This is an optimization exercise on Yosys and OpenROAD, whose aim is small area, a short achievable clock period and few clock cycles per item, not a production implementation. In this exercise RTL edits were held to simulation tests only and were not proved equivalent to the original. Power and IR drop assume default switching activity.

Setup of before:
==> flow/design.v (excerpt) <==
module fpalu (
    input  wire        clk,
    input  wire        rst,           
    input  wire        in_valid,
    output wire        in_ready,
    input  wire [4:0]  in_op,
    input  wire [31:0] in_a,
    input  wire [31:0] in_b,
    output reg         out_valid,
    output reg  [31:0] out_result
);
Size: about 110 I/O pins, about 35000 um2 of cells after synthesis.
Settings: LEC_CHECK=0, CAP_MARGIN=20, CORE_MARGIN=2, CORE_UTILIZATION=55, CTS_CLUSTER_DIAMETER=200, CTS_CLUSTER_SIZE=25, SLEW_MARGIN=20; clock period 22.0 ns.
standard.sh (not shown) runs the stock make flow with config.mk's settings and CLKGATE_MAP_FILE= SYNTH_SCRIPT=/design/flow/synth_recipe.tcl, a recipe that flattens the netlist after the stock synthesis.
==> flow/flow/run.sh <==
#!/bin/bash
# The standard layout (bash standard.sh: the standard flow's synthesis and ORFS flow), with
# two changes to how the layout is optimised; the clock, its period and the
# constraints are the design's own:
#  - the timing repair after placement, CTS and global routing aims for
#    16.65 ns of setup slack instead of 0, so it sizes the longest paths for
#    a clock of about 5.35 ns;
#  - every input and output port still gets its own buffer, but a buf_2
#    instead of the delay cell buffer_ports picks by default.
# The make output goes to standard_flow.log, each tool's own log to
# orfs/logs/.
set -euo pipefail
export SETUP_SLACK_MARGIN=16.65
export BUFFER_PORTS_ARGS="-buffer_cell sky130_fd_sc_hd__buf_2"
bash standard.sh > standard_flow.log 2>&1
before completed end to end with timing, DRC and antenna clean.
Testbench counts of before, summed over its fixed seeds: cycles 40,040, items 40,000.
#### Input delta (after over before)
- swapping 200 for 150 in CTS_CLUSTER_DIAMETER
- swapping 25 for 20 in CTS_CLUSTER_SIZE
### Flow results
As far as number of hold buffers added after CTS is concerned, after and before perform about the same. On after: combinational share of power is 0.5 points lower than what before gave. The higher initial antenna violation count of before and after is in after. Count of buffer and inverter cells on the critical path of after is on par with before. Compared after against before; fill cell total of the finished layout within noise. The final clock period utilization by the worst path on before is in line with that on after.

* * *

fpalu, a different RTL version from the one above (not shown whole).
For scale: roughly 4300 cells after synthesis, about 340 flip-flops, about 37000 µm² of cells after synthesis.
clock: 22.0 ns
lec_check: 0
cap_margin: 20
core_margin: 2
core_utilization: 40
slew_margin: 20
run.sh (not shown) runs the stock make flow with config.mk's settings and CLKGATE_MAP_FILE= SYNTH_SCRIPT=/design/flow/synth_recipe.tcl, a recipe that flattens the netlist after the stock synthesis.
Stock flow here: none of the scripts above is used.
The first run produced a clean layout.
Testbench counts at the start, summed over its fixed seeds: cycles 40,040, items 40,000.
Edit:
==> flow/flow/run.sh (new file) <==
#!/bin/bash
# Standard layout, with the timing repair aiming for 16 ns of setup slack
# (a ~6 ns clock) instead of 0: the design's clock and constraints
# are unchanged, only the repair works harder on the longest paths.
set -euo pipefail
export SETUP_SLACK_MARGIN=16
bash standard.sh > standard_flow.log 2>&1
==> flow/standard.sh (new file) <==
#!/bin/bash
# synth_recipe.tcl (not shown) runs the flow's synth.tcl, then flattens the netlist and writes it again
# the make line also repeats each setting of config.mk as NAME=value (left out here)
make -C /OpenROAD-flow-scripts/flow DESIGN_CONFIG=/design/flow/config.mk WORK_HOME=/design/flow/orfs CLKGATE_MAP_FILE= SYNTH_SCRIPT=/design/flow/synth_recipe.tcl "${@:-finish}"
removed: flow/run.sh
What happened:
- combinational power hardly moves
- first-iteration DRC count rises by a few percent
- final area is about the same
- utilization hardly moves
- global-route usage does not change
- via count falls slightly
- die area stays the same

* * *

fpalu, a different RTL version from the one above (not shown whole).
For scale: roughly 4100 cells after synthesis, ~110 I/O pins, about 0.036 mm² of cells after synthesis.
Settings: LEC_CHECK=0, CAP_MARGIN=20, CORE_MARGIN=2, CORE_UTILIZATION=40, CTS_CLUSTER_DIAMETER=80, CTS_CLUSTER_SIZE=30, SLEW_MARGIN=20; clock period 22.0 ns.
standard.sh (not shown) runs the stock make flow with config.mk's settings and CLKGATE_MAP_FILE= SYNTH_SCRIPT=/design/flow/synth_recipe.tcl, a recipe that flattens the netlist after the stock synthesis.
==> flow/flow/run.sh <==
#!/bin/bash
# The standard layout (bash standard.sh: the standard flow's synthesis and ORFS flow), with
# two changes to how the layout is optimised; the clock, its period and the
# constraints are the design's own:
#  - the timing repair after placement, CTS and global routing aims for
#    16.5 ns of setup slack instead of 0, so it sizes the longest paths for
#    a clock of about 5.5 ns;
#  - every input and output port still gets its own buffer, but a buf_2
#    instead of the delay cell buffer_ports picks by default.
# The make output goes to standard_flow.log, each tool's own log to
# orfs/logs/.
set -euo pipefail
export SETUP_SLACK_MARGIN=16.5
export BUFFER_PORTS_ARGS="-buffer_cell sky130_fd_sc_hd__buf_2"
bash standard.sh > standard_flow.log 2>&1
Testbench counts at the start, summed over its fixed seeds: cycles 40,040, items 40,000.
Rerun with:
--- a/flow/config.mk
+++ b/flow/config.mk
@@ -9,5 +9,3 @@
 export CORE_MARGIN = 2
-export CORE_UTILIZATION = 40
-export CTS_CLUSTER_DIAMETER = 80
-export CTS_CLUSTER_SIZE = 30
+export CORE_UTILIZATION = 55
 export SLEW_MARGIN = 20
After rerunning:
- combinational power barely changes
- sequential share of layout area climbs by 0.14 points
- worst setup slack improves by 0.10 ns
- final cell count drops by a few percent
- total power climbs slightly
- global-route usage climbs by 10 points
- sequential power hardly moves
- wire length climbs slightly
- utilization climbs by 16 points
- worst hold slack degrades by 0.034 ns

* * *

== run A ==
fpalu, a different RTL version from the one above (not shown whole).
For scale: ~4100 cells after synthesis, about 310 flip-flops, ~110 I/O pins, roughly 35000 µm² of cells after synthesis.
export LEC_CHECK = 0
export CAP_MARGIN = 20
export CORE_MARGIN = 2
export CORE_UTILIZATION = 55
export CTS_BUF_LIST = sky130_fd_sc_hd__clkbuf_8
export SLEW_MARGIN = 20
create_clock -name core_clock -period 22.0 [get_ports {clk}]
Scripts as last shown in full above: flow/flow/run.sh
Run A reached the final stage; the timing, design-rule and antenna checks on its layout passed.
Testbench counts of run A, summed over its fixed seeds: cycles 40,040, items 40,000.
[inputs] run B vs run A
Settings: CTS_BUF_LIST: sky130_fd_sc_hd__clkbuf_8 -> unset.
Run B: total clock buffers created by CTS is about 30% lower than what run A reported. Taking run A over run B, the total of clock buffers placed in the layout ratio works out to 1.3. Share of the cycle needed by the critical path after routing was lower in the run labelled run B.
Modified inputs, run C compared to run B
Settings: CORE_UTILIZATION: 55 -> 70.
Results
Across both runs, effective utilization at floorplan was higher for run C than for run B. Comparing run C against run B, there is no change at all in post-detailed-route DRC marker count. Of run C and run B, run C shows the higher count of clock-buffer cells in the layout, with run B below it. Of run C and run B, run C shows the higher number of stages on the worst setup path, with run B below it. Register-to-register slack, run C and run B: larger value in run B. Compared with run B, in run C power picked up an extra 3.0%; peak per-stage delay on the critical path up 0.30 ns; via count up 1166; first-pass GRT wire length dropped 6100 µm; final standard cell area without fillers now smaller. Summary of the comparison: count of non-CTS buffers in the layout is higher in run C, relative to run B.

afterwards: timing with drivers on the ports:
In the flow no input, the clock included, has a driving cell. The finished layouts below were timed again as built, in two steps.
Step 1 assumes that a clkbuf_16 drives the clock port and a buf_2 every other input.
Step 2 moves the port delays by t, midway between the first and last clock arrival at a register: inputs arrive t later, outputs are due t later. That takes back most of the time a late clock gives input paths.
a / b / c = no drivers / after step 1 / after step 2; a / b = the first two.
run	shift t [ns]	setup WS [ns]	cell pins on the clock port's net
before	0.603	16.626 / 16.563 / 16.757	1
after	0.607	16.621 / 16.558 / 16.791	1
the first run of note 2	0.706	15.882 / 15.882 / 15.882	1
the second run of note 2	0.704	16.017 / 16.017 / 16.017	1
the first run of note 3	0.738	16.472 / 16.399 / 16.609	1
the second run of note 3	0.647	16.574 / 16.508 / 16.647	1
run A	0.754	16.487 / 16.419 / 16.622	1
run B	0.658	16.537 / 16.469 / 16.632	1
run C	0.619	16.478 / 16.478 / 16.478	1
After both steps setup and hold are still met in every run listed.
